From an optimization exercise on the open Yosys and OpenROAD flow, aimed at small area, a short achievable clock period and few clock cycles per item; shortcuts taken in it are not production practice. Only simulation tests tie the RTL to the original design; equivalence was not proved. Power figures rest on the tool's default switching activity, not on a simulated workload.

==> 01-02 <==
Design cpre_hsv2rgb, start of the top module:
module cpre_hsv2rgb (
    input  wire        clk,
    input  wire        rst,
    input  wire        in_valid,
    output wire        in_ready,
    input  wire [31:0] in_h,
    input  wire [31:0] in_s,
    input  wire [31:0] in_v,
    output reg         out_valid,
    input  wire        out_ready,
    output reg  [15:0] out_r,
    output reg  [15:0] out_g,
    output reg  [15:0] out_b
);
    reg  skid_v;
    reg  rdy;                    
    wire adv = !skid_v;
    assign in_ready = rdy;
    reg vld0, vld1, vld2, vld3, vld4, vld5;
    wire [30:0] h_c, s_c, v_c;
    cpre_clamp01 u_ch (.a(in_h), .y(h_c));
    cpre_clamp01 u_cs (.a(in_s), .y(s_c));
    cpre_clamp01 u_cv (.a(in_v), .y(v_c));
    reg [30:0] h0, s0, v0;
    always @(posedge clk)
        if (adv) begin
            h0 <= h_c;
            s0 <= s_c;
            v0 <= v_c;
        end
    wire [24:0] hr_w;
    wire        hhi_w;
    wire [1:0]  hkl_w;
    wire [4:0]  hd_w;
    wire        htiny_w, hnear_w;
    cpre_hfront u_hf (.h(h0), .r(hr_w), .hi(hhi_w), .kl(hkl_w), .d(hd_w),
                      .tiny(htiny_w), .near(hnear_w));
    wire [23:0] asn_w;
    wire [4:0]  lzp_w;
    wire        asz_w;
    cpre_oms  u_oms (.s(s0), .an(asn_w), .lz(lzp_w), .zero(asz_w));
    wire [38:0] ve_w1;
    cpre_benc u_ev1 (.b({1'b1, v0[22:0]}), .e(ve_w1));
    reg [24:0] hr1;
    reg [1:0]  hkl1;
    reg [4:0]  hd1;
    reg        htiny1, hnear1;
    reg [23:0] asn1;
    reg [38:0] ve1;
    reg [4:0]  lzp1;
    reg        zp1;
    reg [30:0] s1, v1;
  ...
export LEC_CHECK = 0
export ABC_AREA = 1
export CAP_MARGIN = 20
export CORE_MARGIN = 2
export CORE_UTILIZATION = 55
export SLEW_MARGIN = 20
create_clock -name core_clock -period 30.0 [get_ports {clk}]
run.sh (not shown) runs the stock make flow with config.mk's settings and CLKGATE_MAP_FILE= SYNTH_SCRIPT=/design/flow/synth_recipe.tcl, a recipe that flattens the netlist after the stock synthesis.
==> 03-10: changes against 01-02 <==
--- a/flow/design.v
+++ b/flow/design.v
@@ -278,36 +278,16 @@
     wire [23:0] kept2 = hi2 ? ph : {ph[22:0], n15[1]};
     wire        rb2  = hi2 ? n15[1] : n15[0];
     wire        st2  = hi2 ? (n15[0] | l13) : l13;
     wire [24:0] z    = {1'b0, kept2} + {24'd0, rb2 & (st2 | kept2[0])};
     wire [9:0]  t    = 10'd127 - ye[9:0] + {9'd0, ~hi2};
     wire [17:0] zs   = z[24:7] >> t[4:0];
     assign c = (zero || ye < 10'sd111) ? 16'd0 : zs[15:0];
 endmodule
-module cpre_perm (
-    input  wire [2:0]  sector,
-    input  wire [15:0] cv,
-    input  wire [15:0] cp,
-    input  wire [15:0] cx,       
-    output reg  [15:0] r,
-    output reg  [15:0] g,
-    output reg  [15:0] b
-);
-    always @(*) begin
-        case (sector)
-            3'd0:    begin r = cv; g = cx; b = cp; end
-            3'd1:    begin r = cx; g = cv; b = cp; end
-            3'd2:    begin r = cp; g = cv; b = cx; end
-            3'd3:    begin r = cp; g = cx; b = cv; end
-            3'd4:    begin r = cx; g = cp; b = cv; end
-            default: begin r = cv; g = cp; b = cx; end
-        endcase
-    end
-endmodule
 module cpre_benc (
     input  wire [23:0] b,
     output reg  [38:0] e         
 );
     wire [26:0] bx = {2'b00, b, 1'b0};
     integer i;
     reg [2:0] t;
     always @(*) begin
@@ -2388,46 +2368,61 @@
             zx4  <= axz || (v3[30:23] == 8'd0);
             ve4  <= ve_w;
             ev4  <= v3[30:23];
             cv4  <= cv_w;
             cp4  <= cp3;
         end
     wire [47:0] pmx;
     cpre_mul24e u_mx (.a(axn4), .e(ve4), .y(pmx));
-    reg [2:0]   sec5;
+    reg [8:0] sel_w;
+    always @(*) begin
+        case (sec4)
+            3'd0:    sel_w = 9'b100_001_010;    
+            3'd1:    sel_w = 9'b001_100_010;    
+            3'd2:    sel_w = 9'b010_100_001;    
+            3'd3:    sel_w = 9'b010_001_100;    
+            3'd4:    sel_w = 9'b001_010_100;    
+            default: sel_w = 9'b100_010_001;    
+        endcase
+    end
+    reg [8:0]   sel5;
     reg [47:22] pmx5;
     reg         stx5;
     reg [4:0]   lzx5;
     reg         zx5;
     reg [7:0]   ev5;
     reg [15:0]  cv5, cp5;
     always @(posedge clk)
         if (adv) begin
-            sec5 <= sec4;
+            sel5 <= sel_w;
             pmx5 <= pmx[47:22];
             stx5 <= |pmx[21:0];
             lzx5 <= lzx4;
             zx5  <= zx4;
             ev5  <= ev4;
             cv5  <= cv4;
             cp5  <= cp4;
         end
     wire [15:0]       cx_w;
     cpre_postchan u_px (.pm(pmx5), .st21(stx5), .e(ev5), .lz(lzx5), .zero(zx5),
                         .c(cx_w));
-    wire [15:0] r_w, g_w2, b_w;
-    cpre_perm u_perm (.sector(sec5), .cv(cv5), .cp(cp5), .cx(cx_w),
-                      .r(r_w), .g(g_w2), .b(b_w));
+    wire [8:0]  sel = sel5 & {9{!skid_v}};
+    wire [15:0] r_w = ({16{sel[8]}} & cv5) | ({16{sel[7]}} & cp5) | ({16{sel[6]}} & cx_w)
+                    | ({16{skid_v}} & skid[47:32]);
+    wire [15:0] g_w2 = ({16{sel[5]}} & cv5) | ({16{sel[4]}} & cp5) | ({16{sel[3]}} & cx_w)
+                    | ({16{skid_v}} & skid[31:16]);
+    wire [15:0] b_w = ({16{sel[2]}} & cv5) | ({16{sel[1]}} & cp5) | ({16{sel[0]}} & cx_w)
+                    | ({16{skid_v}} & skid[15:0]);
     reg [47:0] skid;
     wire arrive   = adv && vld5;
     wire out_free = !out_valid || out_ready;
     always @(posedge clk) begin
         if (skid_v ? out_ready : (arrive && out_free))
-            {out_r, out_g, out_b} <= skid_v ? skid : {r_w, g_w2, b_w};
+            {out_r, out_g, out_b} <= {r_w, g_w2, b_w};
         if (arrive && !out_free)
             skid <= {r_w, g_w2, b_w};
     end
     wire skid_n = skid_v ? !out_ready : (arrive && !out_free);
     always @(posedge clk) begin
         if (rst) begin
             vld0 <= 1'b0; vld1 <= 1'b0; vld2 <= 1'b0;
             vld3 <= 1'b0; vld4 <= 1'b0; vld5 <= 1'b0;
==> qor summary <==
| quantity | 01-02 | 03-10 |
|---|---|---|
| Shortest period the worst path allows | 9.461 ns | 8.349 ns |
| Via/cell ratio | 6.015 | 5.998 |
| Multiplexer area fraction after synthesis | 0.003010 | 0.002185 |
| Detailed placement HPWL | 235,000 um | 231,700 um |
| Combinational group power | 9.47 mW | 10.5 mW |
| Flip-flop and latch area | 22,790 um^2 | 22,970 um^2 |
| Finished layout cell area | 102,400 um^2 | 102,500 um^2 |
| Sequential share of the synthesized area | 0.2364 | 0.2388 |
| # placed instances | 14,460 | 14,360 |
| Number of stages on the worst setup path | 32 | 26 |
| Result of the run | timing/DRC/antenna clean | timing/DRC/antenna clean |
| Pin count of the biggest net entering global routing | 162 | 79 |
| Adder-cell share of the synthesized area | 0.2219 | 0.2224 |
| FF-to-FF setup slack | 20.54 ns | 21.65 ns |
| Multi-input gate share of total cell area | 0.6214 | 0.6157 |
| Non-filler instance count after layout | 14,620 | 14,530 |
| Initial core utilization | 0.5542 | 0.5535 |
| Core Area | 174,000 um^2 | 173,800 um^2 |
Testbench counts of 01-02, summed over its fixed seeds: cycles 16,056, items 16,000.
Testbench counts of 03-10, summed over its fixed seeds: cycles 16,056, items 16,000.


==> inputs of delta <==
Another version of the RTL of cpre_hsv2rgb (not shown whole).
==> flow/config.mk <==
export PLATFORM = sky130hd
export DESIGN_NAME = cpre_hsv2rgb
export DESIGN_NICKNAME = cpre_hsv2rgb
export VERILOG_FILES = /design/flow/design.v
export SDC_FILE = /design/flow/constraint.sdc
export NUM_CORES = 4
export LEC_CHECK = 0
export ABC_AREA = 1
export CAP_MARGIN = 20
export CORE_MARGIN = 2
export CORE_UTILIZATION = 55
export SLEW_MARGIN = 20
==> flow/constraint.sdc <==
create_clock -name core_clock -period 30.0 [get_ports {clk}]
set_input_delay 6.0000 -clock core_clock [delete_from_list [all_inputs] [get_ports {clk}]]
set_output_delay 6.0000 -clock core_clock [all_outputs]
set_load 0.01 [all_outputs]
==> quartz: changes against delta <==
--- a/flow/design.v
+++ b/flow/design.v
@@ -54,18 +54,22 @@
     wire [25:0] p3 = {2'b00, m} + {1'b0, m, 1'b0};
     assign hi = p3[25];
     wire [23:0] kept = hi ? p3[25:2] : p3[24:1];
     wire        rb   = hi ? p3[1] : p3[0];
     wire        st   = hi ? p3[0] : 1'b0;
     assign r = {1'b0, kept} + {24'd0, rb & (st | kept[0])};
-    wire [8:0]  k  = {1'b0, h[30:23]} + {8'd0, hi};
-    wire [8:0]  dr = 9'd124 - k;
-    assign kl   = k[1:0];
-    assign d    = (dr > 9'd31) ? 5'd31 : dr[4:0];
-    assign tiny = (h[30:23] <= 8'd98);
-    assign near = (k >= 9'd124);
+    wire [7:0]  e   = h[30:23];
+    wire [8:0]  k1  = {1'b0, e} + 9'd1;
+    wire [8:0]  dr0 = 9'd124 - {1'b0, e};
+    wire [8:0]  dr1 = 9'd123 - {1'b0, e};
+    wire [4:0]  d0  = (e > 8'd124 || dr0 > 9'd31) ? 5'd31 : dr0[4:0];
+    wire [4:0]  d1  = (e > 8'd123 || dr1 > 9'd31) ? 5'd31 : dr1[4:0];
+    assign kl   = hi ? k1[1:0] : e[1:0];
+    assign d    = hi ? d1 : d0;
+    assign tiny = (e <= 8'd98);
+    assign near = hi ? (e >= 8'd123) : (e >= 8'd124);
 endmodule
 module cpre_hback (
     input  wire [24:0] r,
     input  wire [1:0]  kl,       
     input  wire [4:0]  d,        
     input  wire        tiny,     
@@ -213,24 +217,32 @@
     wire        st2  = hi2 ? (n15[0] | l13) : l13;
     wire [24:0] z    = {1'b0, kept2} + {24'd0, rb2 & (st2 | kept2[0])};
     wire [9:0]  t    = 10'd127 - ye[9:0] + {9'd0, ~hi2};
     wire [17:0] zs   = z[24:7] >> t[4:0];
     assign c = (zero || ye < 10'sd111) ? 16'd0 : zs[15:0];
 endmodule
-module cpre_rnd48k (
+module cpre_rnd48p (
     input  wire [47:22] p,
     input  wire         st21,
+    output wire         inc_hi,    
+    output wire         inc_lo     
+);
+    assign inc_hi = p[23] & (p[22] | st21 | p[24]);
+    assign inc_lo = p[22] & (st21 | p[23]);
+endmodule
+module cpre_rnd48s (
+    input  wire [47:22] p,
+    input  wire         inc_hi,
+    input  wire         inc_lo,
     output wire [23:0]  kept,
     output wire         inc,
     output wire         hi
 );
     assign hi   = p[47];
     assign kept = hi ? p[47:24] : p[46:23];
-    wire   rb   = hi ? p[23] : p[22];
-    wire   st   = hi ? (p[22] | st21) : st21;
-    assign inc  = rb & (st | kept[0]);
+    assign inc  = hi ? inc_hi : inc_lo;
 endmodule
 module cpre_benc (
     input  wire [23:0] b,
     output reg  [38:0] e         
 );
     wire [26:0] bx = {2'b00, b, 1'b0};
@@ -2252,82 +2264,86 @@
     cpre_hback u_hb (.r(hr1), .kl(hkl1), .d(hd1), .tiny(htiny1), .near(hnear1),
                      .sector(sec_w), .gn(gn_w), .lz(lzg_w), .gz(gz_w));
     wire [47:22] pmp;
     cpre_mul24e u_mp (.a(asn1), .e(ve1), .y(pmp));
     wire [4:0]  tzap;
     cpre_tz24 u_tzap (.m(asn1), .tz(tzap));
-    wire [23:0] pkept_w;
-    wire        pinc_w, phi_w;
-    cpre_rnd48k u_rp (.p(pmp), .st21(({1'b0, tzap} + {1'b0, tzv1}) < 6'd22),
-                      .kept(pkept_w), .inc(pinc_w), .hi(phi_w));
+    wire        pih_w, pil_w;
+    cpre_rnd48p u_rp (.p(pmp), .st21(({1'b0, tzap} + {1'b0, tzv1}) < 6'd22),
+                      .inc_hi(pih_w), .inc_lo(pil_w));
     wire [38:0] se_w;
     cpre_benc u_es (.b({1'b1, s1[22:0]}), .e(se_w));
     wire [4:0]  tzs_w;
     cpre_tz24 u_tzs (.m({1'b1, s1[22:0]}), .tz(tzs_w));
     reg [2:0]   sec2;
     reg [23:0]  gn2;
     reg [4:0]   lzg2;
     reg         zg2;
     reg [38:0]  se2;
     reg [4:0]   tzs2;
     reg [7:0]   es2;
     reg [30:0]  v2;
-    reg [23:0]  pkept2;
-    reg         pinc2, phi2;
+    reg [47:22] ppm2;
+    reg         pih2, pil2;
     reg [4:0]   lzp2;
     reg         zp2;
     always @(posedge clk)
         if (adv) begin
             sec2 <= sec_w;
             gn2  <= gn_w;
             lzg2 <= lzg_w;
             zg2  <= (s1[30:23] == 8'd0) || gz_w;
             se2  <= se_w;
             tzs2 <= tzs_w;
             es2  <= s1[30:23];
             v2   <= v1;
-            pkept2 <= pkept_w;
-            pinc2  <= pinc_w;
-            phi2   <= phi_w;
+            ppm2 <= pmp;
+            pih2 <= pih_w;
+            pil2 <= pil_w;
             lzp2 <= lzp1;
             zp2  <= zp1;
         end
     wire [47:22] pmg;
     cpre_mul24e u_mg (.a(gn2), .e(se2), .y(pmg));
     wire [4:0]  tzag;
     cpre_tz24 u_tzag (.m(gn2), .tz(tzag));
-    wire [23:0] gkept_w;
-    wire        ginc_w, ghi_w;
-    cpre_rnd48k u_rg (.p(pmg), .st21(({1'b0, tzag} + {1'b0, tzs2}) < 6'd22),
-                      .kept(gkept_w), .inc(ginc_w), .hi(ghi_w));
+    wire        gih_w, gil_w;
+    cpre_rnd48p u_rg (.p(pmg), .st21(({1'b0, tzag} + {1'b0, tzs2}) < 6'd22),
+                      .inc_hi(gih_w), .inc_lo(gil_w));
     wire [15:0]       cp_w;
+    wire [23:0] pkept2;
+    wire        pinc2, phi2;
+    cpre_rnd48s u_sp (.p(ppm2), .inc_hi(pih2), .inc_lo(pil2), .kept(pkept2), .inc(pinc2), .hi(phi2));
     cpre_postchan u_pp (.kept(pkept2), .inc(pinc2), .hi(phi2), .e(v2[30:23]), .lz(lzp2), .zero(zp2),
                         .c(cp_w));
     reg [2:0]   sec3;
-    reg [23:0]  gkept3;
-    reg         ginc3, ghi3;
+    reg [47:22] gpm3;
+    reg         gih3, gil3;
     reg [4:0]   lzg3;
     reg         zg3;
     reg [7:0]   es3;
     reg [30:0]  v3;
     reg [15:0]  cp3;
     always @(posedge clk)
         if (adv) begin
             sec3 <= sec2;
-            gkept3 <= gkept_w;
-            ginc3  <= ginc_w;
-            ghi3   <= ghi_w;
+            gpm3 <= pmg;
+            gih3 <= gih_w;
+            gil3 <= gil_w;
             lzg3 <= lzg2;
             zg3  <= zg2;
             es3  <= es2;
             v3   <= v2;
             cp3  <= cp_w;
         end
     wire [23:0] axn;
     wire [4:0]  lzx;
     wire        axz;
+    wire [23:0] gkept3;
+    wire        ginc3, ghi3;
+    cpre_rnd48s u_sg (.p(gpm3), .inc_hi(gih3), .inc_lo(gil3), .kept(gkept3), .inc(ginc3), .hi(ghi3));
     cpre_sga_post u_sgp (.kept(gkept3), .inc(ginc3), .hi(ghi3), .e(es3), .lz(lzg3), .zero(zg3),
                          .an(axn), .alz(lzx), .az(axz));
     wire [38:0] ve_w;
     cpre_benc u_ev (.b({1'b1, v3[22:0]}), .e(ve_w));
     wire [4:0]  tzv4_w;
     cpre_tz24 u_tzv4 (.m({1'b1, v3[22:0]}), .tz(tzv4_w));
@@ -2355,47 +2371,49 @@
             cp4  <= cp3;
         end
     wire [47:22] pmx;
     cpre_mul24e u_mx (.a(axn4), .e(ve4), .y(pmx));
     wire [4:0]  tzax;
     cpre_tz24 u_tzax (.m(axn4), .tz(tzax));
-    wire [23:0] xkept_w;
-    wire        xinc_w, xhi_w;
-    cpre_rnd48k u_rx (.p(pmx), .st21(({1'b0, tzax} + {1'b0, tzv4}) < 6'd22),
-                      .kept(xkept_w), .inc(xinc_w), .hi(xhi_w));
+    wire        xih_w, xil_w;
+    cpre_rnd48p u_rx (.p(pmx), .st21(({1'b0, tzax} + {1'b0, tzv4}) < 6'd22),
+                      .inc_hi(xih_w), .inc_lo(xil_w));
     reg [8:0] sel_w;
     always @(*) begin
         case (sec4)
             3'd0:    sel_w = 9'b100_001_010;    
             3'd1:    sel_w = 9'b001_100_010;    
             3'd2:    sel_w = 9'b010_100_001;    
             3'd3:    sel_w = 9'b010_001_100;    
             3'd4:    sel_w = 9'b001_010_100;    
             default: sel_w = 9'b100_010_001;    
         endcase
     end
     reg [8:0]   sel5;
-    reg [23:0]  xkept5;
-    reg         xinc5, xhi5;
+    reg [47:22] xpm5;
+    reg         xih5, xil5;
     reg [4:0]   lzx5;
     reg         zx5;
     reg [7:0]   ev5;
     reg [15:0]  cv5, cp5;
     always @(posedge clk)
         if (adv) begin
             sel5 <= sel_w;
-            xkept5 <= xkept_w;
-            xinc5  <= xinc_w;
-            xhi5   <= xhi_w;
+            xpm5 <= pmx;
+            xih5 <= xih_w;
+            xil5 <= xil_w;
             lzx5 <= lzx4;
             zx5  <= zx4;
             ev5  <= ev4;
             cv5  <= cv4;
             cp5  <= cp4;
         end
     wire [15:0]       cx_w;
+    wire [23:0] xkept5;
+    wire        xinc5, xhi5;
+    cpre_rnd48s u_sx (.p(xpm5), .inc_hi(xih5), .inc_lo(xil5), .kept(xkept5), .inc(xinc5), .hi(xhi5));
     cpre_postchan u_px (.kept(xkept5), .inc(xinc5), .hi(xhi5), .e(ev5), .lz(lzx5), .zero(zx5),
                         .c(cx_w));
     wire [8:0]  sel = sel5 & {9{!skid_v}};
     wire [15:0] r_w = ({16{sel[8]}} & cv5) | ({16{sel[7]}} & cp5) | ({16{sel[6]}} & cx_w)
                     | ({16{skid_v}} & skid[47:32]);
     wire [15:0] g_w2 = ({16{sel[5]}} & cv5) | ({16{sel[4]}} & cp5) | ({16{sel[3]}} & cx_w)
==> comparison <==
quartz ran to the end with no violations. delta ran to the end with no violations.
Against quartz, the non-clock buffer count of delta is lower by 25.
In die area, delta and quartz hardly differ.
Sequential power is about the same in quartz and delta.
In delta the critical path depth is lower than in quartz, by 13.
Count of clock-buffer cells in the layout: delta is lower than quartz (4).
Combinational power: delta is lower than quartz (8.8%).
Between quartz and delta, the lower worst hold slack is in delta (gap 31 ps).
Clock power is about the same in quartz and delta.
Testbench counts of delta, summed over its fixed seeds: cycles 16,056, items 16,000.
Testbench counts of quartz, summed over its fixed seeds: cycles 16,056, items 16,000.

afterwards: timing with drivers on the ports:
The flow's constraints put no driver on any port. The routed layouts listed below were extracted and timed again, unchanged, in two steps. Step 1 assumes that a clkbuf_16 drives the clock port and a buf_2 every other input. Step 2, shift: input delay + t, output delay - t, t = (earliest + latest rising clock arrival at the registers) / 2. This alone moves slack from input paths to output paths. a / b / c = ideal ports / drivers / drivers and shift; a / b = the first two.
run	shift t [ns]	setup WS [ns]	worst setup path after step 2	latest minus earliest clock arrival (ns)
01-02	0.798	20.539 / 20.539 / 20.539	register to register	0.044 / 0.045
03-10	0.798	21.651 / 21.651 / 21.551	input to register	0.045 / 0.045
delta	0.817	21.567 / 21.567 / 21.445	input to register	0.067 / 0.067
quartz	0.793	21.982 / 21.982 / 21.777	input to register	0.049 / 0.049
After both steps every run listed still meets setup and hold. For quartz, which loses most, drivers alone change the setup slack by 0.000 ns; drivers and shift together by -0.205 ns.
